This design comes from an exercise in tuning for small area on the open sky130 flow, not from production work. Only simulation tests tie the RTL to the original design; equivalence was not proved.

$ cat constraint.sdc
create_clock -name core_clock -period 10.0 [get_ports {clk}]
set_input_delay 2.0000 -clock core_clock [delete_from_list [all_inputs] [get_ports {clk}]]
set_output_delay 2.0000 -clock core_clock [all_outputs]
set_load 0.01 [all_outputs]
$ cat run.sh
#!/bin/bash
# synth_recipe.tcl (not shown) runs the flow's synth.tcl, then flattens the netlist and writes it again
# the make line also repeats each setting of config.mk as NAME=value (left out here)
make -C /OpenROAD-flow-scripts/flow DESIGN_CONFIG=/design/flow/config.mk WORK_HOME=/design/flow/orfs CLKGATE_MAP_FILE= SYNTH_SCRIPT=/design/flow/synth_recipe.tcl finish
$ cat config.mk
export PLATFORM = sky130hd
export DESIGN_NAME = pcal64_rte
export DESIGN_NICKNAME = pcal64_rte
export VERILOG_FILES = /design/flow/design.v
export SDC_FILE = /design/flow/constraint.sdc
export NUM_CORES = 4
export LEC_CHECK = 0
export CAP_MARGIN = 20
export CORE_MARGIN = 2
export CORE_UTILIZATION = 70
export PLACE_DENSITY = 0.8
export SLEW_MARGIN = 20
$ cat design.v
module pcal64_rte (
    input  wire        clk,
    input  wire        rst,             
    input  wire        addr_sel,        
    input  wire        cmd_valid,
    input  wire [63:0] cmd_word,
    output wire        resp_accepted,
    output wire [1:0]  resp_reason,
    output wire        bus_req_valid,
    output wire        bus_req_rw,
    output wire [6:0]  bus_req_addr,
    output wire [7:0]  bus_req_reg,
    output wire [1:0]  bus_req_len,
    output wire [15:0] bus_req_wdata,
    input  wire        bus_done,
    input  wire        bus_ok,
    input  wire [15:0] bus_rdata,
    input  wire        irq_edge,
    output wire        done_valid,
    output wire [7:0]  done_tag,
    output wire        done_status,
    output wire [15:0] done_value,
    output wire        irq_valid,
    output wire [7:0]  irq_tag,
    output wire        irq_status,
    output wire [15:0] irq_changed,
    output wire [15:0] irq_values
);
    localparam [3:0] S_IDLE    = 4'd0;
    localparam [3:0] S_DONE_C  = 4'd1;    
    localparam [3:0] S_DONE_S  = 4'd2;    
    localparam [3:0] S_RC_COND = 4'd3;    
    localparam [3:0] S_RO_COND = 4'd4;    
    localparam [3:0] S_RO      = 4'd5;    
    localparam [3:0] S_RC_BW   = 4'd6;    
    localparam [3:0] S_WC_BW   = 4'd7;    
    localparam [3:0] S_RC_SI   = 4'd8;    
    localparam [3:0] S_WC_SI   = 4'd9;    
    localparam [3:0] S_RM      = 4'd10;   
    localparam [3:0] S_RI_BR   = 4'd11;   
    localparam [3:0] S_RI_SV   = 4'd12;   
    localparam [3:0] S_RS_SV   = 4'd13;   
    localparam [3:0] S_WLAST   = 4'd14;   
    localparam [7:0] REG_INPUT   = 8'h00;
    localparam [7:0] REG_OUTPUT  = 8'h02;
    localparam [7:0] REG_CONFIG  = 8'h06;
    localparam [7:0] REG_INTMASK = 8'h4A;
    localparam [7:0] REG_INTSTAT = 8'h4C;
    reg [3:0]  st;
    reg [15:0] ra, rb, rc;
    reg        cbv;
    reg [7:0]  tag;
    reg        ihv;
    reg [7:0]  iht;
    reg        pend;
    reg        asel;
    reg        okq;       
    wire [3:0]  op  = cmd_word[63:60];
    wire [15:0] ca  = cmd_word[15:0];
    wire [15:0] cb  = cmd_word[31:16];
    wire [15:0] cc  = cmd_word[47:32];
    wire op_mode = (op == 4'd1);
    wire op_wr   = (op == 4'd2);
    wire op_tgl  = (op == 4'd3);
    wire op_bw   = (op == 4'd4);
    wire op_btgl = (op == 4'd5);
    wire op_si   = (op == 4'd6);
    wire op_br   = (op == 4'd7);
    wire op_set  = (op == 4'd8);
    wire op_clr  = (op == 4'd9);
    wire single  = op_mode | op_wr | op_tgl;
    wire invalid = (op == 4'd0) || (op > 4'd9) || (cmd_word[59:57] != 3'b000);
    wire badpin  = single && (ca[15:4] != 12'd0);
    wire [15:0] onehot = 16'd1 << ca[3:0];
    wire s_done = (st == S_DONE_C) || (st == S_DONE_S);
    wire s_idle = (st == S_IDLE);
    wire outst  = !s_idle && !s_done;
    wire comp   = bus_done && outst;
    wire ok     = bus_ok;
    wire idle_n   = s_idle || (s_done && !pend);
    wire svc      = (s_done && pend) || (idle_n && irq_edge);
    wire cmd_idle = idle_n && !irq_edge;
    wire acc      = cmd_valid && !invalid && !badpin && cmd_idle;
    wire acc_seq  = acc && !op_set && !op_clr;
    wire [15:0] X     = bus_rdata;
    wire [15:0] wdata = (X & ~ra) ^ rb;
    wire diff = (|(X & ra)) ^ (|rb);
    reg [3:0] st_n;
    reg       issue_c;    
    reg       rw_c;
    reg [7:0] reg_c;
    always @(*) begin
        issue_c = 1'b0;
        rw_c    = 1'b1;
        reg_c   = REG_OUTPUT;
        st_n    = st;
        if (comp) begin
            if (!ok) begin
                st_n = (st == S_RI_SV || st == S_RS_SV) ? S_DONE_S : S_DONE_C;
            end else begin
                case (st)
                    S_RC_COND: begin
                        issue_c = diff; reg_c = REG_CONFIG;
                        st_n = diff ? S_WLAST : S_DONE_C;
                    end
                    S_RO_COND: begin
                        issue_c = diff; reg_c = REG_OUTPUT;
                        st_n = diff ? S_WLAST : S_DONE_C;
                    end
                    S_RO: begin
                        issue_c = 1'b1; reg_c = REG_OUTPUT; st_n = S_WLAST;
                    end
                    S_RC_BW: begin
                        issue_c = 1'b1; reg_c = REG_CONFIG; st_n = S_WC_BW;
                    end
                    S_WC_BW: begin
                        issue_c = 1'b1; rw_c = 1'b0; reg_c = REG_OUTPUT; st_n = S_RO;
                    end
                    S_RC_SI: begin
                        issue_c = 1'b1; reg_c = REG_CONFIG; st_n = S_WC_SI;
                    end
                    S_WC_SI: begin
                        issue_c = 1'b1; rw_c = 1'b0; reg_c = REG_INTMASK; st_n = S_RM;
                    end
                    S_RM: begin
                        issue_c = 1'b1; reg_c = REG_INTMASK; st_n = S_WLAST;
                    end
                    S_RI_SV: begin
                        issue_c = 1'b1; rw_c = 1'b0; reg_c = REG_INTSTAT; st_n = S_RS_SV;
                    end
                    S_RS_SV: st_n = S_DONE_S;
                    default: st_n = S_DONE_C;    
                endcase
            end
        end else if (svc) begin
            st_n = S_RI_SV;
        end else if (s_done) begin
            st_n = S_IDLE;
        end
        if (acc_seq) begin
            case (op)
                4'd1:    st_n = S_RC_COND;
                4'd2:    st_n = S_RO_COND;
                4'd4:    st_n = S_RC_BW;
                4'd6:    st_n = S_RC_SI;
                4'd7:    st_n = S_RI_BR;
                default: st_n = S_RO;        
            endcase
        end
    end
    wire [7:0] reg_a = op_br ? REG_INPUT :
                       (op_mode | op_bw | op_si) ? REG_CONFIG : REG_OUTPUT;
    assign bus_req_valid = !rst && (issue_c || svc || acc_seq);
    assign bus_req_rw    = outst && rw_c;
    assign bus_req_reg   = outst ? reg_c : ((svc) ? REG_INPUT : reg_a);
    assign bus_req_addr  = {6'b010000, asel};
    assign bus_req_len   = 2'd2;
    assign bus_req_wdata = wdata;
    assign resp_accepted = !invalid && !badpin && cmd_idle;
    assign resp_reason   = invalid ? 2'd3 : badpin ? 2'd2 : cmd_idle ? 2'd0 : 2'd1;
    wire [15:0] pins  = single ? onehot : ca;
    wire [15:0] ld_a  = (op_tgl | op_btgl) ? 16'h0000 : pins;
    wire [15:0] val1  = op_mode ? {16{~cb[0]}} :
                        op_wr   ? {16{cb[0]}} :
                        op_bw   ? ~cb : 16'hFFFF;
    wire [15:0] ld_b  = pins & val1;
    wire [15:0] ld_c  = op_bw ? cc : cb;
    wire en_a = acc || (comp && (st == S_RI_SV || (st == S_RS_SV && !ok)));
    wire en_b = acc || (comp && (st == S_WC_BW || st == S_WC_SI));
    wire en_c = acc || (comp && (!ok || (st != S_RC_BW && st != S_RC_SI)));
    wire keep_c = ok && (st == S_RI_BR || st == S_RS_SV);
    always @(posedge clk) begin
        if (en_a) ra <= acc ? ld_a : (X & {16{ok}});
        if (en_b) rb <= acc ? ld_b : (rc & ra);
        if (en_c) rc <= acc ? ld_c : (X & {16{keep_c}});
        if (acc) begin
            cbv <= cmd_word[56];
            tag <= cmd_word[55:48];
        end
        if (acc && op_set) iht <= cmd_word[55:48];
        okq <= ok;
    end
    always @(posedge clk) begin
        if (rst) begin
            st   <= S_IDLE;
            ihv  <= 1'b0;
            pend <= 1'b0;
            asel <= addr_sel;
        end else begin
            st   <= st_n;
            if (acc && op_set) ihv <= 1'b1;
            if (acc && op_clr) ihv <= 1'b0;
            pend <= irq_edge ? !idle_n : (pend && !s_done);
        end
    end
    assign done_valid  = !rst && (st == S_DONE_C) && cbv;
    assign done_tag    = tag;
    assign done_status = !okq;
    assign done_value  = rc;
    assign irq_valid   = !rst && (st == S_DONE_S) && ihv;
    assign irq_tag     = iht;
    assign irq_status  = !okq;
    assign irq_changed = rc;
    assign irq_values  = ra;
endmodule
==> impl_metrics.csv <==
group,metric,value,unit
status,status,"did not finish",
status,stop_stage,"global placement",
status,tool.error,"[ERROR GPL-0301] Utilization 104.848 % exceeds 100%.",
floorplan,fp.dieW,87.0,um
floorplan,io_pins,193,
synth,yosysUniqueCellTypes,60,
placed_design,numPortBuffers,180,
synth,ys_seq_area_frac,0.440,
synth,synth_edf_count,66,
floorplan,die_y,87.0,um
synth,ys_ff_latch,73,
synth,synth_warnings,1,
floorplan,rows,30,
floorplan,start_util,0.718,
synth,syn_area,4820,sq um
synth,ys_async_sr_fraction,0,
synth,synthFlopType,"edfxtp_1",
synth,synth_cells,509,
synth,syn_avg_cell_area,9.48,sq um
==> cells in the mapped netlist, types with 13 or more instances <==
cell,number,area (sq um)
nand2b_1,28,175
nand2_1,47,176
o21ai_0,39,195
nor4_1,15,93.8
mux2i_1,17,170
clkbuf_1,25,93.8
edfxtp_1,66,1980
a211oi_1,21,158
nor2_1,27,101
a21oi_1,37,185
buf_4,31,233
xnor2_1,18,158
a31o_2,16,140
nor3_1,13,65.1
==> cell families after synthesis <==
family                   share of synthesized area
other                                      0.00156
buffers and inverters                       0.0835
AND/OR/NAND/NOR                              0.186
AO/OA/AOI/OAI                                0.215
multiplexers                                0.0353
flip-flops                                   0.440
adder cells (fa/ha/maj)                    0.00233
XOR/XNOR                                    0.0363
